Source: an optimization exercise on an open RTL-to-GDS flow (aim: small area). Production flows keep margins and buffers that such runs may drop. At most, simulation tests tie the RTL to the original design; equivalence was not proved. For runs 1 and 2, only the layout was checked, not whether the RTL still works. Power is estimated from default activity; no workload was simulated.

--- design/flow/design.v ---
module il_core (
    input  wire        clk,
    input  wire        rst,
    input  wire        start,
    input  wire [15:0] prog_len,
    output wire        busy,
    output wire [15:0] acc,
    output wire [15:0] last_line,
    output wire [4:0]  esp,
    output wire [4:0]  csp,
    output wire        prog_valid,
    output wire [15:0] prog_addr,
    input  wire        prog_ready,
    input  wire [15:0] prog_word,
    input  wire [15:0] prog_opr,
    output wire        mem_valid,
    output wire        mem_we,
    output wire [1:0]  mem_region,
    output wire [4:0]  mem_slot,
    output wire [15:0] mem_wdata,
    input  wire        mem_ready,
    input  wire [15:0] mem_rdata
);
    localparam [3:0] S_IDLE  = 4'd0,
                     S_FETCH = 4'd1,
                     S_OPEN  = 4'd2,
                     S_EPOP  = 4'd3,
                     S_MRD   = 4'd4,
                     S_WPREP = 4'd5,
                     S_MWR   = 4'd6,
                     S_ALU1  = 4'd7,
                     S_ALU2  = 4'd8,
                     S_MD    = 4'd9,
                     S_JMP   = 4'd10,
                     S_CPUSH = 4'd11,
                     S_CPOP  = 4'd12,
                     S_EWAIT = 4'd13,
                     S_ERUN  = 4'd14,
                     S_MRDG  = 4'd15;
    localparam [3:0] C_LE = 4'd0, C_LT = 4'd1, C_STOR = 4'd2, C_LOAD = 4'd4,
                     C_AND = 4'd5, C_OR = 4'd6, C_XOR = 4'd7, C_ADD = 4'd8,
                     C_SUB = 4'd9, C_MUL = 4'd10, C_DIV = 4'd11, C_GT = 4'd12,
                     C_GE = 4'd13, C_EQ = 4'd14, C_NE = 4'd15;
    localparam EW = 21;    
    localparam CW = 16;    
    reg [3:0]  state;
    reg [15:0] line;
    reg [15:0] acc_r;
    reg [15:0] t1;         
    reg [15:0] t2;         
    reg [1:0]  t2x;        
    reg        dsign;      
    reg [4:0]  esp_r;      
    reg [15:0] er;         
    reg [3:0]  q;
    reg        ecar;
    reg        edn;
    reg [4:0]  csp_r;
    reg [4:0]  ph;         
    reg [3:0]  code;
    reg        neg;
    reg [EW*20-1:0] ering;
    reg [CW*20-1:0] cring;
    wire [EW-1:0] etap = ering[EW*20-1 -: EW];
    wire [CW-1:0] ctap = cring[CW*20-1 -: CW];
    wire [3:0]  e_code = etap[20:17];
    wire        e_neg  = etap[16];
    wire [15:0] e_acc  = etap[15:0];
    integer i;
    reg [15:0] line_inc;
    reg [16:0] li_c;
    always @(*) begin
        li_c[0] = 1'b1;
        for (i = 0; i < 16; i = i + 1) begin
            line_inc[i] = line[i] ^ li_c[i];
            li_c[i+1]   = line[i] & li_c[i];
        end
    end
    reg [16:0] lt_c;
    always @(*) begin
        lt_c[0] = 1'b0;
        for (i = 0; i < 16; i = i + 1)
            lt_c[i+1] = (!line[i] & prog_len[i]) | (!(line[i] ^ prog_len[i]) & lt_c[i]);
    end
    wire line_lt = lt_c[16];
    wire ed_zero = ~|er;
    wire ed_sat  = &er;
    wire e_b     = er[15];
    wire e_cin   = ecar | ((state == S_ERUN) && (q == 4'd0));
    assign q_inc = updn5({1'b0, q}, 1'b0);
    function [4:0] updn5;
        input [4:0] v;
        input       dn;
        reg   [5:0] t;
        integer k;
        begin
            t[0] = 1'b1;
            for (k = 0; k < 5; k = k + 1) begin
                updn5[k] = v[k] ^ t[k];
                t[k+1]   = t[k] & (v[k] ^ dn);
            end
        end
    endfunction
    wire [4:0] esp_nx = updn5(esp_r, state == S_FETCH);
    wire [4:0] csp_nx = updn5(csp_r, state == S_FETCH);
    wire [4:0] ph_inc = updn5(ph, 1'b0);
    wire [3:0] q_inc;
    wire       acc_nz = |acc_r;
    wire [7:0] op_raw = prog_word[7:0];
    wire       op_hi  = |op_raw[7:5];
    wire       op_ok  = !op_hi && !(op_raw[4] && (op_raw[3] || (op_raw[2] && op_raw[1])));   
    wire [7:0] op     = op_ok ? op_raw : 8'd0;
    wire       fi     = prog_word[8];
    wire       fn     = prog_word[9];
    wire       fc     = prog_word[10];
    wire       fg     = prog_word[11];
    wire       cond   = acc_nz ^ fn;
    wire       gate   = !fc || cond;
    wire       is_bin = (!op[4] && (op[3] || (op[2] && (op[1] || op[0])))) ||
                        (op[4] && !op[3] && !op[2] && !op[1]);    
    wire [3:0] op_code = (op == 8'd1) ? C_LOAD : op[3:0];
    wire       esp_full = (esp_r == 5'd20);
    wire       ph_e     = (ph == esp_r);
    wire       ph_c     = (ph == csp_r);
    wire [10:0] a_hi = t1[15:5];
    wire [4:0]  a_lo = t1[4:0];
    wire        lo_z     = (a_lo == 5'd0);
    wire        lo_gt26  = (a_lo[4] & a_lo[3] & (a_lo[2] | (a_lo[1] & a_lo[0])));    
    wire        lo_1_26  = !lo_z && !lo_gt26;
    wire        lo_ge17  = a_lo[4] & (|a_lo[3:0]);
    wire        lo_le10  = !a_lo[4] & !(a_lo[3] & (a_lo[2] | (a_lo[1] & a_lo[0])));   
    wire        r0  = (a_hi == 11'h000) && lo_1_26;
    wire        r3  = (a_hi == 11'h4E2) && lo_1_26;
    wire        r1  = ((a_hi == 11'h138) && lo_ge17) || ((a_hi == 11'h139) && lo_le10);
    wire        r2  = ((a_hi == 11'h3A9) && lo_ge17) || ((a_hi == 11'h3AA) && lo_le10);
    wire        dec_ok = r0 | r1 | r2 | r3;
    wire [1:0]  dec_rg = {r2 | r3, r1 | r3};
    reg  [4:0]  lo_m1;
    reg  [5:0]  lm_b;
    always @(*) begin
        lm_b[0] = 1'b1;
        for (i = 0; i < 5; i = i + 1) begin
            lo_m1[i]  = a_lo[i] ^ lm_b[i];
            lm_b[i+1] = lm_b[i] & !a_lo[i];
        end
    end
    wire [4:0]  dec_sl = {lo_m1[4] ^ (r1 | r2), lo_m1[3:0]};
    wire        dec_bit = !dec_rg[1];
    wire        c_mul   = (code == C_MUL);
    wire        c_add   = (code == C_ADD);
    wire        c_logic = (code == C_AND) || (code == C_OR) || (code == C_XOR);
    reg         md_mul, a_inv, y_inv;
    always @(posedge clk) begin
        md_mul <= c_mul;
        a_inv  <= !(c_add || c_mul || c_logic);
        y_inv  <= neg ^ !(c_add || c_mul || c_logic);
    end
    wire        sub     = a_inv ^ dsign;
    wire [15:0] ay16    = (t1 ^ {16{y_inv ^ dsign}}) & {16{!md_mul || acc_r[15]}};
    wire [17:0] ax      = {t2x, t2};
    wire [17:0] ay      = {sub, sub, ay16};
    wire [17:0] ap      = ax ^ ay;
    wire [17:0] ag      = ax & ay;
    reg  [17:0] sum;
    reg  [18:0] ac;
    always @(*) begin
        ac[0] = sub;
        for (i = 0; i < 18; i = i + 2) begin
            ac[i+1] = ag[i] | (ap[i] & ac[i]);
            ac[i+2] = ag[i+1] | (ap[i+1] & ag[i]) | (ap[i+1] & ap[i] & ac[i]);
        end
        for (i = 0; i < 18; i = i + 1)
            sum[i] = ap[i] ^ ac[i];
    end
    wire        ge      = ac[16];    
    wire        eq      = &ap[15:0];    
    reg [15:0] alu_y;
    always @(*) begin
        case (code)
            C_AND, C_DIV: alu_y = ag[15:0];
            C_OR:   alu_y = ap[15:0] | ag[15:0];
            C_XOR:  alu_y = ap[15:0];
            C_ADD, C_SUB, C_MUL: alu_y = sum[15:0];
            C_GT:   alu_y = {15'd0, ge & !eq};
            C_GE:   alu_y = {15'd0, ge};
            C_EQ:   alu_y = {15'd0, eq};
            C_NE:   alu_y = {15'd0, !eq};
            C_LE:   alu_y = {15'd0, !ge | eq};
            C_LT:   alu_y = {15'd0, !ge};
            default: alu_y = t1;    
        endcase
        if (state == S_OPEN) alu_y = t1;
    end
    wire md_last = (md_mul && ph == 5'd15) || (!md_mul && ph == 5'd0 && eq);
    wire acc_e   = (state == S_EPOP) && ph_e && (e_code != C_LOAD);
    wire acc_sh  = (state == S_MD) && !md_last;
    wire acc_en  = ((state == S_OPEN) && !esp_full && ph_e) || acc_e ||
                   (state == S_ALU2) || (state == S_MD);
    always @(posedge clk) begin
        if (rst)
            acc_r <= 16'd0;
        else if (acc_en)
            acc_r <= acc_e ? e_acc : acc_sh ? {acc_r[14:0], !sum[16]} : alu_y;
    end
    wire        md_code = (code == C_MUL) || (code == C_DIV);
    wire        w_prep  = (state == S_WPREP);
    wire        w_bit   = w_prep & dec_bit;
    wire        w_inv   = w_prep & neg;
    wire [15:0] wv      = w_bit ? {15'd0, acc_nz ^ w_inv} : (acc_r ^ {16{w_inv}});
    wire        w_ld    = w_prep || ((state == S_ALU1) && !md_code);
    wire        w_set   = (state == S_FETCH) && (op == 8'd3);
    wire        t2_en   = (state == S_MD) || w_prep || (state == S_ALU1) ||
                          ((state == S_FETCH) && prog_ready && line_lt && (op == 8'd3 || op == 8'd4) && cond);
    always @(posedge clk) begin
        if (t2_en) begin
            if (state == S_MD) begin
                t2x   <= sum[16:15];
                t2    <= {sum[14:0], acc_r[15] & !md_mul};
                dsign <= sum[16] & !md_mul;
            end else begin
                t2x   <= 2'd0;
                dsign <= 1'b0;
                t2  <= (w_ld ? wv : 16'd0) | {15'd0, w_set};
            end
        end
    end
    wire        rd_load = (code == C_LOAD);
    wire        i_load  = rd_load & neg & dec_ok;
    wire [15:0] rdm     = !dec_ok ? 16'd0 : dec_bit ? {15'd0, mem_rdata[0]} : mem_rdata;
    wire [15:0] rdv     = rdm ^ {{15{i_load & !dec_bit}}, i_load};
    wire e_we = (state == S_OPEN) && !esp_full && ph_e;
    wire c_we = (state == S_CPUSH) && ph_c;
    always @(posedge clk) begin
        if (rst) begin
            er   <= 16'd0;
            ecar <= 1'b0;
            q    <= 4'd0;
        end else begin
            er   <= {er[14:0], e_b ^ e_cin};
            ecar <= e_cin & (e_b ^ edn) & (q != 4'd15);
            q    <= q_inc;
        end
    end
    always @(posedge clk) begin
        ering <= {ering[EW*19-1:0], e_we ? {code, neg, acc_r} : etap};
        cring <= {cring[CW*19-1:0], c_we ? line_inc : ctap};
    end
    always @(posedge clk) begin
        if (rst) begin
            state <= S_IDLE;
            esp_r <= 5'd0;
            csp_r <= 5'd0;
            ph    <= 5'd0;
        end else begin
            ph <= (ph == 5'd19) ? 5'd0 : ph_inc;
            case (state)
            S_IDLE: begin
                if (start) begin
                    line  <= 16'd0;
                    state <= S_FETCH;
                end
            end
            S_FETCH: begin
                if (!line_lt) begin
                    state <= S_IDLE;
                end else if (prog_ready) begin
                    t1   <= prog_opr;
                    code <= op_code;
                    neg  <= fn;
                    line <= line_inc;
                    case (op)
                    8'd1: begin    
                        line <= line;
                        if (fg)      state <= S_OPEN;
                        else if (fi) state <= S_ALU2;
                        else         state <= S_MRD;
                    end
                    8'd2: begin    
                        line <= line;
                        state <= fg ? S_OPEN : S_WPREP;
                    end
                    8'd3, 8'd4: begin    
                        if (cond) begin
                            line  <= line;
                            state <= S_MWR;
                        end
                    end
                    8'd18: begin   
                        if (gate) begin line <= line; state <= S_JMP; end
                    end
                    8'd19: begin   
                        if (gate && csp_r != 5'd20) begin line <= line; state <= S_CPUSH; end
                    end
                    8'd20: begin   
                        if (gate) begin
                            if (csp_r != 5'd0) begin
                                line  <= line;
                                csp_r <= csp_nx;
                                state <= S_CPOP;
                            end else begin
                                line <= 16'hFFFF;
                            end
                        end
                    end
                    8'd21: begin   
                        edn <= 1'b1;
                        if (!ed_zero) begin
                            line  <= line;
                            state <= S_EWAIT;
                        end else if (esp_r != 5'd0) begin
                            esp_r <= esp_nx;
                            line  <= line;
                            state <= S_EPOP;
                        end
                    end
                    default: begin
                        if (is_bin) begin
                            line <= line;
                            if (!fi) state <= fg ? S_MRDG : S_MRD;
                            else if (fg) state <= S_OPEN;
                            else state <= S_ALU1;
                        end
                    end
                    endcase
                end
            end
            S_OPEN: begin
                edn <= 1'b0;
                if (esp_full) begin
                    if (!ed_sat) begin
                        state <= S_EWAIT;
                    end else begin
                        line  <= line_inc;
                        state <= S_FETCH;
                    end
                end else if (ph_e) begin
                    esp_r <= esp_nx;
                    line  <= line_inc;
                    state <= S_FETCH;
                end
            end
            S_EPOP: begin
                if (ph_e) begin
                    code <= e_code;
                    neg  <= e_neg;
                    t1   <= acc_r;
                    if (e_code == C_LOAD) begin
                        state <= S_MRD;
                    end else if (e_code == C_STOR) begin
                        state <= S_WPREP;
                    end else begin
                        state <= S_ALU1;
                    end
                end
            end
            S_MRD, S_MRDG: begin
                if (!dec_ok || mem_ready) begin
                    t1 <= rdv;
                    if (rd_load) state <= S_ALU2;
                    else if (state == S_MRDG) state <= S_OPEN;
                    else state <= S_ALU1;
                end
            end
            S_WPREP: begin
                state <= S_MWR;
            end
            S_MWR: begin
                if (!dec_ok || mem_ready) begin
                    line  <= line_inc;
                    state <= S_FETCH;
                end
            end
            S_ALU1: begin
                if (md_code) begin
                    if (ph == 5'd19) state <= S_MD;
                end else begin
                    state <= S_ALU2;
                end
            end
            S_ALU2: begin
                line  <= line_inc;
                state <= S_FETCH;
            end
            S_MD: begin
                if (md_last) begin
                    line  <= line_inc;
                    state <= S_FETCH;
                end else if (ph == 5'd16) begin
                    line  <= line_inc;
                    state <= S_FETCH;
                end
            end
            S_EWAIT: begin
                if (q == 4'd15) state <= S_ERUN;
            end
            S_ERUN: begin
                if (q == 4'd15) begin
                    line  <= line_inc;
                    state <= S_FETCH;
                end
            end
            S_JMP: begin
                line  <= t1;
                state <= S_FETCH;
            end
            S_CPUSH: begin
                if (ph_c) begin
                    csp_r <= csp_nx;
                    line  <= t1;
                    state <= S_FETCH;
                end
            end
            S_CPOP: begin
                if (ph_c) begin
                    line  <= ctap;
                    state <= S_FETCH;
                end
            end
            default: state <= S_IDLE;
            endcase
        end
    end
    assign busy       = (state != S_IDLE);
    assign acc        = acc_r;
    assign last_line  = line;
    assign esp        = esp_r;
    assign csp        = csp_r;
    assign prog_valid = (state == S_FETCH) && line_lt;
    assign prog_addr  = line;
    assign mem_valid  = ((state == S_MRD) || (state == S_MRDG) || (state == S_MWR)) && dec_ok;
    assign mem_we     = (state == S_MWR);
    assign mem_region = dec_rg;
    assign mem_slot   = dec_sl;
    assign mem_wdata  = t2;
endmodule
--- design/flow/flow/run.sh ---
#!/bin/bash
# The standard layout (the standard.sh: standard synthesis, floorplan,
# placement, CTS, routing), with one change: the buffers that placement puts
# on the ports are sky130_fd_sc_hd__buf_1 instead of the default choice.
set -euo pipefail
bash standard.sh finish "BUFFER_PORTS_ARGS=-buffer_cell sky130_fd_sc_hd__buf_1" > standard_flow.log 2>&1
--- design/flow/standard.sh ---
#!/bin/bash
# synth_recipe.tcl (not shown) runs the flow's synth.tcl, then flattens the netlist and writes it again
# the make line also repeats each setting of config.mk as NAME=value (left out here)
make -C /OpenROAD-flow-scripts/flow DESIGN_CONFIG=/design/flow/config.mk WORK_HOME=/design/flow/orfs CLKGATE_MAP_FILE= SYNTH_SCRIPT=/design/flow/synth_recipe.tcl "${@:-finish}"
--- design/flow/config.mk ---
export PLATFORM = sky130hd
export DESIGN_NAME = il_core
export DESIGN_NICKNAME = il_core
export VERILOG_FILES = /design/flow/design.v
export SDC_FILE = /design/flow/constraint.sdc
export NUM_CORES = 4
export LEC_CHECK = 0
export CAP_MARGIN = 20
export CORE_MARGIN = 2
export CORE_UTILIZATION = 40
export CTS_BUF_LIST = sky130_fd_sc_hd__clkbuf_16
export CTS_CLUSTER_DIAMETER = 100
export CTS_CLUSTER_SIZE = 30
export SLEW_MARGIN = 20
--- design/flow/constraint.sdc ---
create_clock -name core_clock -period 8.0 [get_ports {clk}]
set_input_delay 1.6000 -clock core_clock [delete_from_list [all_inputs] [get_ports {clk}]]
set_output_delay 1.6000 -clock core_clock [all_outputs]
set_load 0.01 [all_outputs]
==> results of run 1 <==
## worst max-delay path: stages
cell and delay [ps]:
buf_1 80, ha_1 280, nand2_1 140, a21o_1 250, a211o_1 320, a2111oi_1 950, or2_2 370, buf_1 180
## per-stage QoR
stage	power (mW)	cell area, um^2	cells	hold WS (ps)	worst slack, ps
global route	9.712	27200	2865	297.3	2094
detailed placement	7.142	26090	2811	312.1	2189
CTS	9.282	27190	2865	297.5	2171
finish	9.214	27200	2865	298.0	2212
floorplan	6.425	24810	1945	309.6	2893
global placement	7.097	26090	2811	310.6	1966
## synthesized netlist by cell type, drive strengths merged, types with 27 or more instances
cell	count	area, um^2
mux2	37	416.7
xor2	42	367.9
a21oi	63	315.3
nor3	28	140.1
nand3	37	190.2
xnor2	48	420.4
inv	77	289.0
dfxtp	799	16000
nor2b	27	168.9
a221oi	29	254.0
o21ai	64	320.3
nand2	131	491.7
clkbuf	67	251.5
edfxtp	56	1682
nor2	87	329.1
ha	77	963.4
## layout make-up
| type | count | area share [%] |
|---|---|---|
| multi-input combinational | 926 | 23.83 |
| sequential | 855 | 64.99 |
| timing repair buffer | 163 | 2.447 |
| tap | 790 | 3.634 |
| clock inverter | 16 | 0.5428 |
| inverter | 77 | 1.063 |
| clock buffer | 38 | 3.496 |
## worst max path at each step
| stage | start | endpoint | slack (ps) | cells after the start |
|---|---|---|---|---|
| 3_3_place_gp | prog_len[4] | prog_valid | 1970 | 8 |
| 5_1_grt | acc_r[15] | acc_r[14] | 2090 | 16 |
| 6_report | prog_len[4] | prog_valid | 2210 | 8 |
| 2_1_floorplan | dsign | acc_r[14] | 2890 | 19 |
| 4_1_cts | prog_len[4] | prog_valid | 2170 | 8 |
| 3_5_place_dp | prog_len[4] | prog_valid | 2190 | 8 |
## cells by family after synthesis
group                    count (synthesis)  synth area share [%]
AND/OR/NAND/NOR                        399                 7.808
flip-flops                             855                 71.26
AO/OA/AOI/OAI                          312                 8.681
XOR/XNOR                                90                 3.178
buffers and inverters                  164                 2.744
multiplexers                            40                 1.801
adder cells (fa/ha/maj)                 85                 4.529
## metal layers
metal  share of wire (%)  GRT usage (%)
met5                   0              0
met4                 2.1          4.446
met2                  43          25.53
met3                 7.1          4.225
met1                  48          23.71
## sequential cells by signal, indices dropped and copies added, names as in the netlist, 5 cells and up
register / cells
cring: 320
ph: 5
line: 16
ering: 420
esp_r: 5
t2: 16
t1: 16
er: 16
csp_r: 5
acc_r: 16
## power by group through the flow
stage	clock [mW]	combinational [mW]	sequential, mW
after floorplan	0	1.49	4.94
after global placement	0	2.02	5.08
after detailed placement	0	2.05	5.09
after CTS	2.22	2.06	5.00
after global routing	2.37	2.30	5.04
final	2.15	2.07	4.99
==> summary.txt, run 1 <==
Port Buffers 149; multi-input logic area 6482 um^2; Die ar. 64,020 um^2; max frequency 172.8 MHz; WP data arrival 4190 ps; Logic pwr share 22.5%; Congestion Overflow GR 0; first-pass GRT wire length 81.75 mm; Post-Syn Area per Cell 12.75 um^2; type of the worst setup path in2out; CTS tree built; via count 14,100; routability congestion estimate 0.8733; largest net degree at the start of global routing 58; Req. time, crit path 6400 ps; async set-or-reset flop fraction in the synthesized netlist 0%; status finished clean; hold wc startpoint ering[63]; DRC Markers 0; clk slew on worst S/H paths 100 ps; Mapped Nets 2,099; VDD IR-drop max 0.0001415 V; Sw Ratio 31.10%; vias in the first global route 13,580; WL/cell 18.90 um; Synthesis Warnings 1; max cap viols 0; initial antenna violation count 0; Worst Reg-to-Reg Cells 16; register area 17,680 um^2; Num CTS Buffers 36; Setup-failing EPs final 0; post-synth cell types 70; Core Util, Final 44.24%; Worst Setup Start Kind input pin; CTS Hold Buffers Added 0; most frequent cells in the layout dfxtp_1, buf_1, nand2_1; Die H 253.0 um; post-cts sizing count 0; DRT iter0 DRCs 1,045; depth of the worst hold-timing path 0; commonest non-fill, non-tap cell in the layout dfxtp_1; clock sink total 855; Worst R2R Start acc_r[15]; CP max FO 9; slew margin rel. 25.08%; Post-Syn Instances 1,945; Starting Density 40.35%; DR pass1 iterations 5; Final Hold Fails 0; layout cells sized above 1 5.590%; Synth Flop Type dfxtp_1; FP Rows 91; P_sw 2.865 mW; core area 61,480 um^2; setup bufs post-CTS 0; critical path capture point type primary output; Final nets 2,213; Leak 10.77 nW; sequential share of power 54.2%; DP Wirelength 37.86 mm; Worst-Skew Late Latency 580 ps; IO Pins 154; hold crit path type reg2reg; Setup TNS 0 ps; Internal Power 6.349 mW; fin crit share 72.35%; Netlist Area Pre-Place 24,810 um^2; crit path time final 5788 ps; CTS max path bufs 3; vias per std cell 4.921; EDFF count, synth 56; max-slew violations 0; clock root cell clkbuf_16; fill count 5,623; RSZ-0062 raised after global routing false; PwrDens 338.7 nW/um^2; synthesis-to-layout area growth 9.654%; Reg2Reg Setup Slack 2400 ps; Post-Route WL 54.14 mm; reg-to-reg endpoint acc_r[14]; post-synthesis sequential area ratio 71.26%; Seq cells post-synth 855; GRT Util Overall 16.77%; diode count 0; Min-Delay Endpoint ering[84]; Post-DRT Antenna Nets 0; clock share of power 23.4%; Die X 253.0 um; htree depth 2; Slew @ Worst Pin 1121 ps; worst clock skew 27.05 ps
==> run 2: changes to the inputs <==
==> design/flow/run.sh (new file) <==
#!/bin/bash
# synth_recipe.tcl (not shown) runs the flow's synth.tcl, then flattens the netlist and writes it again
# the make line also repeats each setting of config.mk as NAME=value (left out here)
make -C /OpenROAD-flow-scripts/flow DESIGN_CONFIG=/design/flow/config.mk WORK_HOME=/design/flow/orfs CLKGATE_MAP_FILE= SYNTH_SCRIPT=/design/flow/synth_recipe.tcl finish
removed: design/flow/flow/run.sh
removed: design/flow/standard.sh
==> run 2 against run 1 <==
Against the previous run:
- cell count about the same
- critical path depth unchanged
- die area unchanged
- combinational power rose by 7%
- fmax down 10%
- routed wire length up 1.4%
- global-route usage rose by 0.27 points
- non-clock buffer count shrank 1
- core utilization up 1.4 points
- clock skew decreased by 3.4 ps
- sequential share of layout area fell by 1.9 points
- flip-flop and latch count is the same
- largest cell class unchanged
==> summary.txt, run 2 <==
via count 14,180 (+0.57%); first-pass GRT wire length 83.16 mm (+1.7%); IO Pins 154 (unchanged); type of the worst setup path in2out; hold crit path type reg2reg; PwrDens 331.6 nW/um^2 (-2.1%); clock sink total 855 (unchanged); commonest non-fill, non-tap cell in the layout dfxtp_1; Congestion Overflow GR 0 (unchanged); VDD IR-drop max 0.0001237 V (-13%); initial antenna violation count 0 (unchanged); worst hold margin 323.4 ps (+25.45 ps); slew margin rel. 27.67% (+2.6 points); FP Rows 91 (unchanged); GRT Util Overall 17.04% (+0.27 points); Setup-failing EPs final 0 (unchanged); crit path time final 6434 ps (+646.0 ps); largest net degree at the start of global routing 58 (unchanged); Largest register FFs 420 (unchanged); largest area contributor in the netlist dfxtp_1; max cap viols 0 (unchanged); post-synthesis sequential area ratio 71.26% (unchanged); most frequent cells after synthesis dfxtp_1, nand2_1, nor2_1; WP data arrival 4830 ps (+640 ps); synth top area cells dfxtp_1, edfxtp_1, ha_1; setup bufs post-CTS 0 (unchanged); WL/cell 19.17 um (+1.4%); Final Hold Fails 0 (unchanged); sequential share of power 53.8% (-0.4 points); CP max FO 9 (unchanged); post-synth cell types 70 (unchanged); Internal Power 6.460 mW (+1.8%); critical path capture point type primary output; P_sw 2.838 mW (-0.96%); Die ar. 64,020 um^2 (unchanged); Worst Setup Start Kind input pin; max frequency 155.4 MHz (-10%); clk slew on worst S/H paths 110 ps (about the same); Seq cells post-synth 855 (unchanged); max-slew violations 0 (unchanged); CTS tree built; Starting Density 40.35% (unchanged); EDFF count, synth 56 (unchanged); Sw Ratio 30.52% (-0.58 points); Worst-Skew Late Latency 590 ps (about the same); vias in the first global route 13,900 (+2.3%); Post-Route WL 54.90 mm (+1.4%); DR pass1 iterations 7 (+2); Slew @ Worst Pin 1085 ps (-36.15 ps); core area 61,480 um^2 (unchanged); async set-or-reset flop fraction in the synthesized netlist 0% (unchanged); CTS Hold Buffers Added 0 (unchanged); Core Util, Final 45.61% (+1.4 points); fin crit share 80.43% (+8.1 points); Leak 11.12 nW (+3.3%); Mapped Nets 2,099 (unchanged); most frequent cells in the layout dfxtp_1, clkdlybuf4s50_1, nand2_1; fill count 5,571 (-0.92%); clock root cell clkbuf_16; clock share of power 22.3% (-1.1 points); Synth top area share 64.48% (unchanged); Post-Syn Area per Cell 12.75 um^2 (unchanged); biggest regs ering: 420 flops, cring: 320 flops; Req. time, crit path 6400 ps (about the same); layout cells sized above 1 5.593% (about the same); Die H 253.0 um (unchanged); Post-Syn Instances 1,945 (unchanged); DRC Markers 0 (unchanged); vias per std cell 4.951 (+0.60%); htree depth 2 (unchanged); Synth Flop Type dfxtp_1; Die X 253.0 um (unchanged); Netlist Area Pre-Place 24,810 um^2 (unchanged); Setup TNS 0 ps (unchanged); diode count 0 (unchanged); post-cts sizing count 0 (unchanged); Logic pwr share 23.9% (+1.4 points); RSZ-0062 raised after global routing false; CTS max path bufs 3 (unchanged); most common cell in the netlist dfxtp_1; DRT iter0 DRCs 1,089 (+4.2%); Most flops, register ering; DP Wirelength 38.01 mm (+0.40%); synthesis-to-layout area growth 13.04%; Port Buffers 149 (unchanged); Post-DRT Antenna Nets 0 (unchanged); status finished clean; worst clock skew 23.69 ps (-3.359 ps); routability congestion estimate 0.8585 (-1.7%); Synthesis Warnings 1 (unchanged); Num CTS Buffers 35 (-2.8%); Final nets 2,211 (-0.090%)
## run 2: area by class of cell
cell class / instances / area, um^2 / area share, %
tap: 790 / 988.4 / 3.525
inverter: 77 / 289.0 / 1.031
clock inverter: 18 / 121.4 / 0.4328
clock buffer: 36 / 900.9 / 3.213
sequential: 855 / 17680 / 63.04
multi-input combinational: 926 / 6480 / 23.11
timing repair buffer: 162 / 1584 / 5.649
## run 2: worst paths after layout
check,slack [ps],from,cells past startpoint,to
worst min register to register,320,cring[235],0,cring[251]
worst min-delay path,320,cring[235],0,cring[251]
worst max register to register,2360,acc_r[15],16,acc_r[14]
worst max-delay path,1570,prog_len[4],8,prog_valid
## run 2: logic make-up after synthesis
family / Yosys count / share of synthesized area [%]
buffers and inverters: 164 / 2.744
adder cells (fa/ha/maj): 85 / 4.529
AO/OA/AOI/OAI: 312 / 8.681
AND/OR/NAND/NOR: 399 / 7.808
flip-flops: 855 / 71.26
XOR/XNOR: 90 / 3.178
multiplexers: 40 / 1.801
## run 2: layer usage
layer,global-route usage [%],routed length (um),vias up
met5,0,0,-
met3,3.762,3431,82
met1,24.40,26760,6917
met2,25.97,23520,354
met4,4.598,1183,0
li1,-,-,6827
## run 2: power by group through the flow
stage | Sequential (mW) | Clock, mW | Combinational, mW
after floorplan | 4.94 | 0 | 1.49
after detailed placement | 5.10 | 0 | 2.20
after global placement | 5.09 | 0 | 2.18
after CTS | 5.01 | 2.15 | 2.22
final | 5.00 | 2.08 | 2.22
after global routing | 5.05 | 2.30 | 2.46
## run 2: critical path, cell delays in order
cell             delay [ps]
clkdlybuf4s50_1         410
ha_1                    300
nand2_1                 120
a21o_1                  240
a211o_1                 320
a2111oi_1               830
or2_2                   380
clkdlybuf4s50_1         610
## run 2: stage by stage
stage / power (mW) / cells / setup slack [ps] / area, um^2
6_report: 9.298 / 2864 / 1566 / 28040
5_1_grt: 9.808 / 2864 / 1439 / 28040
4_1_cts: 9.378 / 2864 / 1381 / 28030
3_5_place_dp: 7.305 / 2810 / 1409 / 27010
3_3_place_gp: 7.276 / 2810 / 1435 / 27010
2_1_floorplan: 6.425 / 1945 / 2893 / 24810
==> run 3: changes to the inputs <==
--- a/design/flow/design.v
+++ b/design/flow/design.v
@@ -243,7 +243,7 @@
     end
     always @(posedge clk) begin
         ering <= {ering[EW*19-1:0], e_we ? {code, neg, acc_r} : etap};
-        cring <= {cring[CW*19-1:0], c_we ? line_inc : ctap};
+        cring <= {cring[CW*19-1:0], c_we ? line : ctap};
     end
     always @(posedge clk) begin
         if (rst) begin
@@ -267,34 +267,30 @@
                     t1   <= prog_opr;
                     code <= op_code;
                     neg  <= fn;
-                    line <= line_inc;
+                    line <= line_inc;    
                     case (op)
                     8'd1: begin    
-                        line <= line;
                         if (fg)      state <= S_OPEN;
                         else if (fi) state <= S_ALU2;
                         else         state <= S_MRD;
                     end
                     8'd2: begin    
-                        line <= line;
                         state <= fg ? S_OPEN : S_WPREP;
                     end
                     8'd3, 8'd4: begin    
                         if (cond) begin
-                            line  <= line;
                             state <= S_MWR;
                         end
                     end
                     8'd18: begin   
-                        if (gate) begin line <= line; state <= S_JMP; end
+                        if (gate) begin state <= S_JMP; end
                     end
                     8'd19: begin   
-                        if (gate && csp_r != 5'd20) begin line <= line; state <= S_CPUSH; end
+                        if (gate && csp_r != 5'd20) begin state <= S_CPUSH; end
                     end
                     8'd20: begin   
                         if (gate) begin
                             if (csp_r != 5'd0) begin
-                                line  <= line;
                                 csp_r <= csp_nx;
                                 state <= S_CPOP;
                             end else begin
@@ -305,17 +301,14 @@
                     8'd21: begin   
                         edn <= 1'b1;
                         if (!ed_zero) begin
-                            line  <= line;
                             state <= S_EWAIT;
                         end else if (esp_r != 5'd0) begin
                             esp_r <= esp_nx;
-                            line  <= line;
                             state <= S_EPOP;
                         end
                     end
                     default: begin
                         if (is_bin) begin
-                            line <= line;
                             if (!fi) state <= fg ? S_MRDG : S_MRD;
                             else if (fg) state <= S_OPEN;
                             else state <= S_ALU1;
@@ -330,12 +323,10 @@
                     if (!ed_sat) begin
                         state <= S_EWAIT;
                     end else begin
-                        line  <= line_inc;
                         state <= S_FETCH;
                     end
                 end else if (ph_e) begin
                     esp_r <= esp_nx;
-                    line  <= line_inc;
                     state <= S_FETCH;
                 end
             end
@@ -366,7 +357,6 @@
             end
             S_MWR: begin
                 if (!dec_ok || mem_ready) begin
-                    line  <= line_inc;
                     state <= S_FETCH;
                 end
             end
@@ -378,15 +368,12 @@
                 end
             end
             S_ALU2: begin
-                line  <= line_inc;
                 state <= S_FETCH;
             end
             S_MD: begin
                 if (md_last) begin
-                    line  <= line_inc;
                     state <= S_FETCH;
                 end else if (ph == 5'd16) begin
-                    line  <= line_inc;
                     state <= S_FETCH;
                 end
             end
@@ -395,7 +382,6 @@
             end
             S_ERUN: begin
                 if (q == 4'd15) begin
-                    line  <= line_inc;
                     state <= S_FETCH;
                 end
             end
==> design/flow/flow/run.sh (new file) <==
#!/bin/bash
# The standard layout (the standard.sh: standard synthesis, floorplan,
# placement, CTS, routing), with one change: the buffers that placement puts
# on the ports are sky130_fd_sc_hd__buf_1 instead of the default choice.
set -euo pipefail
bash standard.sh finish "BUFFER_PORTS_ARGS=-buffer_cell sky130_fd_sc_hd__buf_1" > standard_flow.log 2>&1
==> design/flow/standard.sh (new file) <==
#!/bin/bash
# synth_recipe.tcl (not shown) runs the flow's synth.tcl, then flattens the netlist and writes it again
# the make line also repeats each setting of config.mk as NAME=value (left out here)
make -C /OpenROAD-flow-scripts/flow DESIGN_CONFIG=/design/flow/config.mk WORK_HOME=/design/flow/orfs CLKGATE_MAP_FILE= SYNTH_SCRIPT=/design/flow/synth_recipe.tcl "${@:-finish}"
removed: design/flow/run.sh
==> run 3 against run 2 <==
Against the previous run:
- clock skew increased by 18 ps
- core utilization down 1.4 points
- register-to-register slack better by 410 ps
- first-iteration DRC count shrank 3.1%
- largest power group unchanged
- cell count up 0.14%
- non-clock buffer count rose by 8
- die area barely moved
==> summary.txt, run 3 <==
first-pass GRT wire length 83.39 mm (+0.27%); Starting Density 40.37% (about the same); FP Rows 91 (unchanged); Mapped Nets 2,098 (-0.048%); Worst path slowest cell o21ai_0; synth top area cells dfxtp_1, edfxtp_1, ha_1; biggest regs ering: 420 flops, cring: 320 flops; reg-to-reg endpoint acc_r[15]; Die X 253.1 um (about the same); Die ar. 64,050 um^2 (about the same); status finished clean; Num CTS Buffers 36 (+2.9%); most frequent cells after synthesis dfxtp_1, nand2_1, inv_1; most frequent cells in the layout dfxtp_1, buf_1, nand2_1; Leak 10.69 nW (-3.9%); VDD IR-drop max 0.0001577 V (+27%); setup bufs post-CTS 0 (unchanged); sequential share of power 60.6% (+6.8 points); Min-Delay Endpoint ering[416]; clock share of power 29.1% (+6.8 points); max-slew violations 0 (unchanged); met2 WL 24.24 mm (+3.1%); Die H 253.1 um (about the same); Internal Power 5.483 mW (-15%); non-filler instance count after layout 2,868 (+0.14%); largest net degree at the start of global routing 58 (unchanged); layout cells sized above 1 6.449% (+0.86 points); Top cell by count, worst path buf_1; core area 61,480 um^2 (unchanged); largest area contributor in the netlist dfxtp_1; Seq cells post-synth 855 (unchanged); max incr delay on CP 730 ps (-100 ps); Logic pwr share 10.3% (-14 points); slew margin rel. 26.39% (-1.3 points); clk slew on worst S/H paths 120 ps (about the same); DP Wirelength 39.00 mm (+2.6%); Port Buffers 149 (unchanged); PwrDens 268.4 nW/um^2 (-19%); vias per std cell 4.904 (-0.96%); EDFF count, synth 56 (unchanged); CP max FO 6 (-3); commonest non-fill, non-tap cell in the layout dfxtp_1; Req. time, crit path 6400 ps (about the same); DRT iter0 DRCs 1,055 (-3.1%); CTS Hold Buffers Added 0 (unchanged); htree depth 2 (unchanged); post-synth cell types 78 (+11%); CTS max path bufs 3 (unchanged); Largest register FFs 420 (unchanged); Setup-failing EPs final 0 (unchanged); Congestion Overflow GR 0 (unchanged); synthesis-to-layout area growth 9.614%; routed wl met3 3.376 mm (-1.6%); async set-or-reset flop fraction in the synthesized netlist 0% (unchanged); DR pass1 iterations 5 (-2); hold wc startpoint ering[395]; hold crit path type reg2reg; routability congestion estimate 0.8813 (+2.7%); GRT Util Overall 17.19% (+0.14 points); via count 14,060 (-0.82%); Top Metal Used met4; CTS tree built; Post-Syn Area per Cell 12.77 um^2 (+0.10%); diode count 0 (unchanged); fin crit share 70.39% (-10 points); worst path cell trace buf_1 > ha_1 > o221ai_1 > a21oi_1 > o2111ai_1 > o21ai_0 > nand2_1 > inv_1 > buf_1; CP Buf/Inv Count 3 (+1); worst clock skew 41.42 ps (+17.73 ps); post-synthesis sequential area ratio 71.22% (about the same); Slew @ Worst Pin 1094 ps (+9.028 ps); clock sink total 855 (unchanged); Synth top area share 64.45% (about the same); Met1 Routed Length 25.96 mm (-3.0%); clock root cell clkbuf_16; Post-Route WL 55.14 mm (+0.45%); most common cell in the netlist dfxtp_1; vias in the first global route 13,850 (-0.35%); critical path capture point type primary output; type of the worst setup path in2out; Worst Setup Start Kind input pin; worst hold margin 304.0 ps (-19.44 ps); Post-DRT Antenna Nets 0 (unchanged); crit path time final 5631 ps (-802.8 ps); WL/cell 19.23 um (+0.31%); DRC Markers 0 (unchanged); Netlist Area Pre-Place 24,820 um^2 (about the same); largest delay contributor family on the critical path compound AO/OA/AOI/OAI gates; Sw Ratio 24.92% (-5.6 points); Setup TNS 0 ps (unchanged); IO Pins 154 (unchanged); Final Hold Fails 0 (unchanged); Worst Reg-to-Reg Cells 16 (unchanged); post-cts sizing count 0 (unchanged); Core Util, Final 44.25% (-1.4 points); depth of the worst hold-timing path 0 (unchanged); Synth Flop Type dfxtp_1; Most flops, register ering; Worst-Skew Late Latency 590 ps (about the same); initial antenna violation count 0 (unchanged); Synthesis Warnings 1 (unchanged); placed cells 2,814 (+0.14%); WP data arrival 4030 ps (-800 ps); RSZ-0062 raised after global routing false; P_sw 1.820 mW (-36%); Final nets 2,216 (+0.23%); Worst R2R Start acc_r[15]; max cap viols 0 (unchanged); Post-Syn Instances 1,944 (-0.051%); max frequency 177.6 MHz (+14%); Reg2Reg Setup Slack 2770 ps (+410 ps)
[run 3: cell count changes in the layout (fill, tap and decap cells not counted), moves of 11 or more]
cell | previous run | this run
a21o_1 | 21 | 10
buf_1 | 0 | 148
a211o_1 | 19 | 5
nor2_1 | 85 | 74
o21ai_0 | 61 | 76
and3_1 | 8 | 25
a221oi_1 | 29 | 16
clkdlybuf4s50_1 | 148 | 0
nand2_1 | 131 | 114
nand3_1 | 36 | 18
[run 3: worst max-delay path by stage]
stage	from	end	slack [ps]	cells after the start
after global placement	prog_len[15]	prog_valid	2480	9
after floorplan	prog_len[15]	line[0]	1990	8
final	prog_len[15]	prog_valid	2370	9
after detailed placement	prog_len[15]	prog_valid	2440	9
after CTS	prog_len[15]	prog_valid	2430	9
after global routing	prog_len[15]	prog_valid	2210	9
[run 3: logic make-up (layout without fill, tap and decap cells)]
kind of cell / after synthesis / after routing / synth area share (%)
simple gates: 374 / 374 / 7.597
buf+inv: 170 / 304 / 2.974
xor+xnor: 92 / 92 / 3.247
fa+ha+maj: 85 / 85 / 4.527
mux: 44 / 44 / 1.966
compound gates: 324 / 324 / 8.464
flops: 855 / 855 / 71.22
[run 3: power by group through the flow]
stage | Clock (mW) | Combinational [mW] | Sequential [mW]
finish | 2.13 | 0.749 | 4.42
CTS | 2.21 | 0.745 | 4.43
detailed placement | 0 | 0.740 | 4.52
global route | 2.36 | 0.833 | 4.43
floorplan | 0 | 0.521 | 4.49
global placement | 0 | 0.730 | 4.52
[run 3: metal layers]
metal / up-vias / global-route usage (%)
li1: 6806 / -
met1: 6823 / 23.81
met2: 360 / 26.88
met3: 75 / 3.444
met4: 0 / 5.748
met5: - / 0
[run 3: worst reg2reg max path, stage by stage (launching register included)]
cell and delay, ps:
dfxtp_1 630, nand2b_1 760, nand2_1 170, ha_1 410, nand3_1 270, a211oi_1 370, a21oi_1 140, a31oi_1 510
a31oi_1 210, fa_1 470, or2_2 320, o22ai_1 130, a221oi_1 90, a211oi_1 300, a211oi_1 100, a2bb2oi_1 190
nor2_1 110
[run 3: through the flow]
step                instance area, um^2  power, mW  worst slack [ps]
floorplan                         24820      5.012              1995
global placement                  26140      5.253              2478
detailed placement                26150      5.264              2443
CTS                               27200      7.384              2435
global route                      27200      7.626              2213
finish                            27200      7.303              2369
[run 3: final cells by class]
cell class | count | area, um^2
Tap cell | 790 | 988.4
Multi-Input combinational cell | 919 | 6466
Inverter | 80 | 300.3
Fill cell | 5649 | 34280
Clock inverter | 18 | 153.9
Clock buffer | 36 | 900.9
Sequential cell | 855 | 17680
Timing Repair Buffer | 170 | 718.2
==> run 4: changes to the inputs <==
==> design/flow/run.sh (new file) <==
#!/bin/bash
# synth_recipe.tcl (not shown) runs the flow's synth.tcl, then flattens the netlist and writes it again
# the make line also repeats each setting of config.mk as NAME=value (left out here)
make -C /OpenROAD-flow-scripts/flow DESIGN_CONFIG=/design/flow/config.mk WORK_HOME=/design/flow/orfs CLKGATE_MAP_FILE= SYNTH_SCRIPT=/design/flow/synth_recipe.tcl finish
removed: design/flow/flow/run.sh
removed: design/flow/standard.sh
==> run 4 against run 3 <==
Against the previous run:
- still clean
- design area increased by 3.2%
- setup slack got worse by 620 ps
- count of clock-buffer cells in the layout increased by 1
- combinational power increased by 7.1%
- via count increased by 0.63%
- sequential share of layout area decreased by 2.0 points
- die area unchanged
- first-iteration DRC count increased by 2.4%
- power increased by 1.2%
- critical path type unchanged
- largest cell class unchanged
- highest routed layer is now met5
==> summary.txt, run 4 <==
status finished clean; Die H 253.1 um (unchanged); Port Buffers 149 (unchanged); Starting Density 40.37% (unchanged); routability congestion estimate 0.8923 (+1.2%); clock share of power 29.2% (about the same); synthesis-to-layout area growth 13.07%; DRC Markers 0 (unchanged); Req. time, crit path 6400 ps (about the same); Die X 253.1 um (unchanged); hold crit path type reg2reg; reg-to-reg endpoint acc_r[9]; synth top area cells dfxtp_1, edfxtp_1, ha_1; initial antenna violation count 2 (+2); Internal Power 5.564 mW (+1.5%); largest net degree at the start of global routing 58 (unchanged); IO Pins 154 (unchanged); biggest regs ering: 420 flops, cring: 320 flops; Mapped Nets 2,098 (unchanged); slew margin rel. 24.74% (-1.6 points); Largest register FFs 420 (unchanged); first-pass GRT wire length 84.50 mm (+1.3%); Worst-Skew Late Latency 600 ps (about the same); core area 61,480 um^2 (unchanged); via count 14,150 (+0.63%); Post-Syn Area per Cell 12.77 um^2 (unchanged); Min-Delay Endpoint ering[336]; setup bufs post-CTS 0 (unchanged); most common cell in the netlist dfxtp_1; Worst R2R Start acc_r[15]; largest delay contributor family on the critical path compound AO/OA/AOI/OAI gates; Worst Reg-to-Reg Cells 18 (+2); clk slew on worst S/H paths 110 ps (about the same); DP Wirelength 39.38 mm (+0.98%); CP max FO 6 (unchanged); Post-DRT Antenna Nets 0 (unchanged); vias per std cell 4.954 (+1.0%); CTS Hold Buffers Added 0 (unchanged); Synth top area share 64.45% (unchanged); crit path time final 6250 ps (+618.3 ps); most frequent cells after synthesis dfxtp_1, nand2_1, inv_1; clock root cell clkbuf_16; sequential share of power 60.0% (-0.6 points); max incr delay on CP 670 ps (-60 ps); hold wc startpoint ering[315]; Logic pwr share 10.9% (+0.6 points); critical path capture point type primary output; clock sink total 855 (unchanged); Synthesis Warnings 1 (unchanged); Leak 11.02 nW (+3.1%); Congestion Overflow GR 0 (unchanged); post-synthesis sequential area ratio 71.22% (unchanged); WP data arrival 4650 ps (+620 ps); Num CTS Buffers 36 (unchanged); post-cts sizing count 0 (unchanged); most frequent cells in the layout dfxtp_1, clkdlybuf4s50_1, nand2_1; layout cells sized above 1 6.144% (-0.30 points); async set-or-reset flop fraction in the synthesized netlist 0% (unchanged); FP Rows 91 (unchanged); CP Buf/Inv Count 3 (unchanged); Final Hold Fails 0 (unchanged); commonest non-fill, non-tap cell in the layout dfxtp_1; worst clock skew 31.10 ps (-10.32 ps); Setup-failing EPs final 0 (unchanged); Final nets 2,204 (-0.54%); GRT Util Overall 17.45% (+0.26 points); Worst path slowest cell o21ai_0; Slew @ Worst Pin 1127 ps (+32.48 ps); htree depth 2 (unchanged); Sw Ratio 24.71% (-0.21 points); min setup slack post-route 1750 ps (-618.3 ps); P_sw 1.826 mW (+0.36%); DRT iter0 DRCs 1,080 (+2.4%); Setup TNS 0 ps (unchanged); Top cell by count, worst path clkdlybuf4s50_1; Seq cells post-synth 855 (unchanged); Reg2Reg Setup Slack 2670 ps (-100 ps); worst path cell trace clkdlybuf4s50_1 > ha_1 > o221ai_1 > a21oi_1 > o2111ai_1 > o21ai_0 > nand2_1 > inv_1 > clkdlybuf4s50_1; Post-Route WL 55.57 mm (+0.78%); VDD IR-drop max 0.0001968 V (+25%); Most flops, register ering; RSZ-0062 raised after global routing false; CTS tree built; Worst Setup Start Kind input pin; Netlist Area Pre-Place 24,820 um^2 (unchanged); Post-Syn Instances 1,944 (unchanged); diode count 0 (unchanged); fin crit share 78.12% (+7.7 points); type of the worst setup path in2out; CTS max path bufs 3 (unchanged); vias in the first global route 13,910 (+0.46%); WL/cell 19.45 um (+1.2%); Synth Flop Type dfxtp_1; Die ar. 64,050 um^2 (unchanged); max frequency 160.0 MHz (-9.9%); post-synth cell types 78 (unchanged); max-slew violations 0 (unchanged); largest area contributor in the netlist dfxtp_1; max cap viols 0 (unchanged); dpl ws 1758 ps (-685.5 ps); depth of the worst hold-timing path 0 (unchanged); PwrDens 263.4 nW/um^2 (-1.9%); EDFF count, synth 56 (unchanged); DR pass1 iterations 5 (unchanged); crit path from prog_len[15]
run 4: cell counts after synthesis:
No cell type changed its count.
run 4: logic make-up (layout without fill, tap and decap cells):
kind of cell               count (synthesis)  in the layout  share of synthesized area [%]
AOI/OAI and AO/OA                        324            324                          8.464
adders and majority gates                 85             85                          4.527
DFF                                      855            855                          71.22
and+or+nand+nor                          374            374                          7.597
xor gates and xnor gates                  92             92                          3.247
buffers and inverters                    170            293                          2.974
muxes                                     44             44                          1.966
run 4: power groups by stage:
stage / logic [mW] / registers (mW) / clock network (mW)
after floorplan: 0.521 / 4.49 / 0
after global placement: 0.783 / 4.53 / 0
after detailed placement: 0.794 / 4.53 / 0
after CTS: 0.800 / 4.43 / 2.23
after global routing: 0.883 / 4.44 / 2.37
final: 0.802 / 4.43 / 2.16
run 4: cell type report:
cell class / count / area [um^2]
repair buffers: 158 / 1554
fillers: 5552 / 33420
flip-flops and latches: 855 / 17680
clock inverters: 18 / 140.1
clock buffers: 37 / 925.9
multi-input cells: 919 / 6476
inverters: 80 / 300.3
well taps: 790 / 988.4
run 4: per-stage QoR:
step	total power, mW	hold WS (ps)	instances	util, %	area (um^2)
floorplan	5.012	309.6	1944	-	24820
global placement	5.312	309.7	2802	43.87	26980
detailed placement	5.324	312.1	2802	43.89	26990
CTS	7.460	321.3	2857	45.62	28050
global route	7.698	327.0	2857	45.64	28060
finish	7.390	321.3	2857	45.64	28060
run 4: worst max path at each step:
stage,endpoint,cells past startpoint,slack (ps)
after floorplan,line[0],8,1990
after global placement,prog_valid,9,1750
after detailed placement,prog_valid,9,1760
after CTS,prog_valid,9,1740
after global routing,prog_valid,9,1540
final,prog_valid,9,1750
run 4: layer usage:
layer	wire [um]	vias up	track usage [%]
met5	13	-	0
met1	25820	6889	24.26
met2	24690	393	27.31
met4	1351	2	5.410
met3	3694	82	3.608
li1	-	6787	-
==> run 5: changes to the inputs <==
==> design/flow/flow/run.sh (new file) <==
#!/bin/bash
# The standard layout (the standard.sh), with two changes: the port
# buffers are sky130_fd_sc_hd__buf_1, and clock tree synthesis gets its own
# clustering arguments and no dummy loads.
set -euo pipefail
bash standard.sh finish "BUFFER_PORTS_ARGS=-buffer_cell sky130_fd_sc_hd__buf_1" \
  "CTS_ARGS=-sink_clustering_enable -repair_clock_nets -sink_clustering_size 30 -sink_clustering_max_diameter 100 -buf_list sky130_fd_sc_hd__clkbuf_16 -dont_use_dummy_load" \
  > standard_flow.log 2>&1
==> design/flow/standard.sh (new file) <==
#!/bin/bash
# synth_recipe.tcl (not shown) runs the flow's synth.tcl, then flattens the netlist and writes it again
# the make line also repeats each setting of config.mk as NAME=value (left out here)
make -C /OpenROAD-flow-scripts/flow DESIGN_CONFIG=/design/flow/config.mk WORK_HOME=/design/flow/orfs CLKGATE_MAP_FILE= SYNTH_SCRIPT=/design/flow/synth_recipe.tcl "${@:-finish}"
--- a/design/flow/config.mk
+++ b/design/flow/config.mk
@@ -8,7 +8,4 @@
 export CAP_MARGIN = 20
 export CORE_MARGIN = 2
 export CORE_UTILIZATION = 40
-export CTS_BUF_LIST = sky130_fd_sc_hd__clkbuf_16
-export CTS_CLUSTER_DIAMETER = 100
-export CTS_CLUSTER_SIZE = 30
 export SLEW_MARGIN = 20
removed: design/flow/run.sh
==> run 5 against run 4 <==
Against the previous run:
- still clean on timing, DRC and antenna
- critical endpoint unchanged
- count of clock-buffer cells in the layout is 1 lower
- synthesized cell count did not move
- sequential share of layout area grew 2.4 points
- power down 2.8%
- largest power group unchanged
- combinational power fell by 6.6%
- clock power decreased by 7%
- routed wire length is 0.91% lower
- setup slack gained 610 ps
- non-clock buffer count up 12
- flip-flop and latch count unchanged
- design area is 3.6% lower
- cell count fell by 0.25%
==> summary.txt, run 5 <==
Mapped Nets 2,098 (unchanged); type of the worst setup path in2out; PwrDens 265.5 nW/um^2 (+0.82%); hold crit path type reg2reg; Largest register FFs 420 (unchanged); GRT Util Overall 17.18% (-0.27 points); clock root cell clkbuf_16; crit path time final 5643 ps (-606.9 ps); routability congestion estimate 0.8813 (-1.2%); vias per std cell 4.922 (-0.64%); Post-DRT Antenna Nets 0 (unchanged); max frequency 177.2 MHz (+11%); most frequent cells after synthesis dfxtp_1, nand2_1, inv_1; crit path from prog_len[15]; CTS max path bufs 3 (unchanged); Post-Route WL 55.06 mm (-0.91%); Req. time, crit path 6400 ps (about the same); Synthesis Warnings 1 (unchanged); Most flops, register ering; DRC Markers 0 (unchanged); multi-input logic area 6466 um^2 (-0.15%); core area 61,480 um^2 (unchanged); total design power 7.182 mW (-2.8%); WP data arrival 4040 ps (-610 ps); Port Buffers 149 (unchanged); Die H 253.1 um (unchanged); VDD IR-drop max 0.0001535 V (-22%); Setup TNS 0 ps (unchanged); Seq cells post-synth 855 (unchanged); Synth top area share 64.45% (unchanged); setup bufs post-CTS 0 (unchanged); worst hold margin 276.3 ps (-45.00 ps); CP max FO 6 (unchanged); slew margin rel. 25.20% (+0.45 points); biggest regs ering: 420 flops, cring: 320 flops; max cap viols 0 (unchanged); async set-or-reset flop fraction in the synthesized netlist 0% (unchanged); clock sink total 855 (unchanged); Final nets 2,216 (+0.54%); Congestion Overflow GR 0 (unchanged); diode count 0 (unchanged); Worst Reg-to-Reg Cells 16 (-2); CTS tree built; Setup-failing EPs final 0 (unchanged); largest net degree at the start of global routing 58 (unchanged); vias in the first global route 13,840 (-0.50%); Slew @ Worst Pin 1116 ps (-10.84 ps); clk slew on worst S/H paths 120 ps (about the same); first-pass GRT wire length 83.35 mm (-1.4%); post-synth cell types 78 (unchanged); Starting Density 40.37% (unchanged); Core Util, Final 44.00% (-1.6 points); WL/cell 19.32 um (-0.67%); IO Pins 154 (unchanged); Post-Syn Area per Cell 12.77 um^2 (unchanged); Post-Syn Instances 1,944 (unchanged); Placed Area 26,150 um^2 (-3.1%); most frequent cells in the layout dfxtp_1, buf_1, nand2_1; post-synthesis sequential area ratio 71.22% (unchanged); synthesis-to-layout area growth 8.994%; DP Wirelength 39.00 mm (-0.97%); commonest non-fill, non-tap cell in the layout dfxtp_1; post-cts sizing count 0 (unchanged); reg-to-reg endpoint acc_r[15]; Final Hold Fails 0 (unchanged); RSZ-0062 raised after global routing false; initial antenna violation count 0 (-2); EDFF count, synth 56 (unchanged); Worst Setup Start Kind input pin; FP Rows 91 (unchanged); Reg2Reg Setup Slack 2760 ps (+90 ps); DR pass1 iterations 5 (unchanged); via count 14,030 (-0.88%); DRT iter0 DRCs 1,099 (+1.8%); status finished clean; critical path capture point type primary output; Design Area, Final 27,050 um^2 (-3.6%); Netlist Area Pre-Place 24,820 um^2 (unchanged); Worst-Skew Late Latency 600 ps (about the same); Worst R2R Start acc_r[15]; Synth Flop Type dfxtp_1; worst setup path endpoint prog_valid; Die ar. 64,050 um^2 (unchanged); largest area contributor in the netlist dfxtp_1; fill count 5,656 (+1.9%); fin crit share 70.53% (-7.6 points); CTS Hold Buffers Added 0 (unchanged); layout cells sized above 1 6.165% (+0.021 points); Leak 10.58 nW (-4.0%); synth top area cells dfxtp_1, edfxtp_1, ha_1; worst clock skew 80.07 ps (+48.97 ps); max-slew violations 0 (unchanged); register area 17,680 um^2 (unchanged); Num CTS Buffers 36 (unchanged); Die X 253.1 um (unchanged); most common cell in the netlist dfxtp_1; htree depth 2 (unchanged)
-- run 5: critical path: stages --
cell,delay [ps]
buf_1,70
ha_1,290
o221ai_1,120
a21oi_1,310
o2111ai_1,160
o21ai_0,740
nand2_1,360
inv_1,210
buf_1,180
-- run 5: cells by family after synthesis --
kind of cell | share of synthesized area [%]
compound gates | 8.464
xor+xnor | 3.247
fa+ha+maj | 4.527
buf+inv | 2.974
flops | 71.22
mux | 1.966
simple gates | 7.597
-- run 5: stage by stage --
stage / instances / setup WS, ps
after floorplan: 1944 / 1995
after global placement: 2814 / 2478
after global routing: 2850 / 2213
final: 2850 / 2357
after detailed placement: 2814 / 2443
after CTS: 2850 / 2435
-- run 5: cell type report --
| class | instances | share of cell area, % |
|---|---|---|
| sequential | 855 | 65.35 |
| multi-input combinational | 919 | 23.90 |
| tap | 790 | 3.654 |
| clock buffer | 36 | 3.330 |
| timing repair buffer | 170 | 2.655 |
| inverter | 80 | 1.110 |
-- run 5: per-layer routing --
layer / vias to the layer above / wire length, um / track usage [%]
li1: 6786 / - / -
met1: 6811 / 25730 / 23.79
met2: 355 / 24290 / 26.84
met3: 76 / 3462 / 3.392
met4: 0 / 1582 / 5.934
met5: - / 0 / 0
-- run 5: how the worst min path moves through the flow --
stage,from,endpoint,slack [ps],cells after the start
4_1_cts,ering[395],ering[416],280,0
3_3_place_gp,ering[375],ering[396],310,0
2_1_floorplan,cring[84],cring[100],310,0
6_report,ering[395],ering[416],280,0
3_5_place_dp,cring[283],cring[299],310,0
5_1_grt,ering[311],ering[332],290,0
-- run 5: where the power goes --
group | internal [mW] | switching, mW
Sequential | 4.35 | 0.0718
Combinational | 0.275 | 0.475
Clock | 0.814 | 1.19
==> run 6: changes to the inputs <==
==> design/flow/flow/run.sh (replaced) <==
#!/bin/bash
# The standard layout (the standard.sh), with two changes: the port
# buffers are sky130_fd_sc_hd__buf_1, and clock tree synthesis gets its own
# clustering arguments and no dummy loads.
set -euo pipefail
bash standard.sh finish "BUFFER_PORTS_ARGS=-buffer_cell sky130_fd_sc_hd__buf_1" \
  "CTS_ARGS=-sink_clustering_enable -repair_clock_nets -sink_clustering_size 32 -sink_clustering_max_diameter 80 -buf_list sky130_fd_sc_hd__clkbuf_16 -dont_use_dummy_load" \
  > standard_flow.log 2>&1
==> run 6 against run 5 <==
Against the previous run:
- still clean on timing, DRC and antenna
- hold slack worse by 8.0 ps
- combinational power about the same
- power about the same
- global-route usage about the same
- via count down 0.13%
- non-clock buffer count unchanged
- core utilization unchanged
- cell count unchanged
- largest cell class unchanged
==> summary.txt, run 6 <==
diode count 0 (unchanged); Die H 253.1 um (unchanged); IO Pins 154 (unchanged); max-slew violations 0 (unchanged); CTS Hold Buffers Added 0 (unchanged); DP Wirelength 39.00 mm (unchanged); Port Buffers 149 (unchanged); post-cts sizing count 0 (unchanged); clock root cell clkbuf_16; critical path capture point type primary output; Design Area, Final 27,050 um^2 (unchanged); Req. time, crit path 6400 ps (about the same); multi-input logic area 6466 um^2 (unchanged); status finished clean; hold crit path type reg2reg; post-synth cell types 78 (unchanged); grt peak-use layer met2; most frequent cells in the layout dfxtp_1, buf_1, nand2_1; DRC Markers 0 (unchanged); initial antenna violation count 1 (+1); via count 14,010 (-0.13%); Num CTS Buffers 36 (unchanged); setup bufs post-CTS 0 (unchanged); crit path time final 5578 ps (-65.19 ps); Post-Syn Area per Cell 12.77 um^2 (unchanged); DRT iter0 DRCs 1,071 (-2.5%); Synthesis Warnings 1 (unchanged); Placed Area 26,150 um^2 (unchanged); clk slew on worst S/H paths 110 ps (about the same); Synth top area share 64.45% (unchanged); VDD IR-drop max 0.0001696 V (+10%); most frequent cells after synthesis dfxtp_1, nand2_1, inv_1; biggest regs ering: 420 flops, cring: 320 flops; non-filler instance count after layout 2,850 (unchanged); layout cells sized above 1 6.165% (unchanged); Seq cells post-synth 855 (unchanged); synthesis-to-layout area growth 8.994% (unchanged); dpl ws 2443 ps (unchanged); synth top area cells dfxtp_1, edfxtp_1, ha_1; htree depth 2 (unchanged); Congestion Overflow GR 0 (unchanged); FP Rows 91 (unchanged); Starting Density 40.37% (unchanged); commonest non-fill, non-tap cell in the layout dfxtp_1; register area 17,680 um^2 (unchanged); Final nets 2,216 (unchanged); hold wc startpoint cring[109]; WP data arrival 3980 ps (-60 ps); EDFF count, synth 56 (unchanged); met1 usage 23.84% (+0.048 points); placed cells 2,814 (unchanged); total design power 7.176 mW (about the same); DR pass1 iterations 7 (+2); largest area contributor in the netlist dfxtp_1; max cap viols 0 (unchanged); largest net degree at the start of global routing 58 (unchanged); slew margin rel. 25.22% (about the same); post-synthesis sequential area ratio 71.22% (unchanged); worst clock skew 80.83 ps (+0.7603 ps); Setup-failing EPs final 0 (unchanged); async set-or-reset flop fraction in the synthesized netlist 0% (unchanged); type of the worst setup path in2out; Final Hold Fails 0 (unchanged); CP max FO 6 (unchanged); Setup TNS 0 ps (unchanged); Post-Syn Instances 1,944 (unchanged); vias per std cell 4.916 (-0.13%); core area 61,480 um^2 (unchanged); Worst R2R Start acc_r[15]; fin crit share 69.72% (-0.81 points); Most flops, register ering; Core Util, Final 44.00% (unchanged); crit path from prog_len[15]; Leak 10.58 nW (unchanged); worst hold margin 268.3 ps (-8.037 ps); CTS max path bufs 3 (unchanged); vias in the first global route 13,770 (-0.49%); clock sink total 855 (unchanged); Worst-Skew Late Latency 600 ps (about the same); PwrDens 265.3 nW/um^2 (about the same); RSZ-0062 raised after global routing false; Post-DRT Antenna Nets 0 (unchanged); GRT Util Overall 17.15% (-0.030 points); routability congestion estimate 0.8813 (unchanged); min setup slack post-route 2422 ps (+65.19 ps); max frequency 179.3 MHz (+1.2%); fill count 5,662 (+0.11%); met2 Use GR 26.74% (-0.094 points); Synth Flop Type dfxtp_1; Mapped Nets 2,098 (unchanged); WL/cell 19.26 um (-0.29%); Die ar. 64,050 um^2 (unchanged); CTS tree built; first-pass GRT wire length 83.21 mm (-0.17%); Worst Setup Start Kind input pin; Largest register FFs 420 (unchanged); Die X 253.1 um (unchanged); most common cell in the netlist dfxtp_1; Slew @ Worst Pin 1115 ps (-0.3694 ps); Post-Route WL 54.90 mm (-0.29%); met3 Use GR 3.382% (-0.010 points); Netlist Area Pre-Place 24,820 um^2 (unchanged)
==> run 6: worst paths after layout <==
kind	slack [ps]	end	cells past startpoint
setup / recovery	2420	prog_valid	9
hold / removal	270	cring[125]	0
setup reg to reg	2720	acc_r[15]	16
hold reg to reg	270	cring[125]	0
==> run 6: critical path, stage by stage <==
cell	delay, ps
buf_1	80
ha_1	290
o221ai_1	120
a21oi_1	300
o2111ai_1	160
o21ai_0	690
nand2_1	350
inv_1	210
buf_1	180
==> run 6: logic make-up (layout without fill, tap and decap cells) <==
kind of cell,Yosys count,count (layout),synth area share (%)
flip-flops,855,855,71.22
adder cells (fa/ha/maj),85,85,4.527
AND/OR/NAND/NOR,374,374,7.597
buffers and inverters,170,286,2.974
XOR/XNOR,92,92,3.247
multiplexers,44,44,1.966
AO/OA/AOI/OAI,324,324,8.464
==> run 6: power by group <==
group          internal [mW]  switching [mW]  total, mW
Sequential              4.35          0.0718       4.43
Combinational          0.275           0.475      0.750
Clock                  0.813            1.19       2.00
==> run 6: cell type report <==
class / count / share of cell area [%]
multi-input combinational: 919 / 23.90
timing repair buffer: 170 / 2.655
inverter: 80 / 1.110
sequential: 855 / 65.35
clock buffer: 36 / 3.330
tap: 790 / 3.654
==> run 6: per-layer routing <==
layer,wire length [um],part of all wire (%)
met5,0,0
met4,1656,3.0
met3,3486,6.3
met2,24110,44
met1,25660,47

## what the ideal ports hide
No port has a modelled driver above. Below, the same layouts with a new extraction and two added sets of constraints. Step 1 sets driving cells, clkbuf_16 on the clock port and buf_2 on the other inputs (assumed; they add their load-dependent delay and slew). Step 2 also shifts input and output timing later by t, the mid clock arrival at the registers, as if the neighbouring blocks saw the same clock. Three values: ideal ports, drivers, drivers and shift; two values: the first two.
| run | t (ns) | setup slack, ns | clock arrival spread, ns |
|---|---|---|---|
| run 1 | 0.631 | 2.212 / 2.189 / 2.189 | 0.037 / 0.037 |
| run 2 | 0.631 | 1.566 / 1.536 / 1.536 | 0.025 / 0.025 |
| run 3 | 0.635 | 2.369 / 2.347 / 2.347 | 0.043 / 0.042 |
| run 4 | 0.646 | 1.750 / 1.726 / 1.726 | 0.033 / 0.034 |
| run 5 | 0.617 | 2.357 / 2.335 / 2.335 | 0.081 / 0.081 |
| run 6 | 0.621 | 2.422 / 2.401 / 2.401 | 0.081 / 0.081 |
After both steps setup and hold are still met in every run listed. For run 2, which loses most, drivers alone change the setup slack by -0.030 ns; drivers and shift together by -0.030 ns.
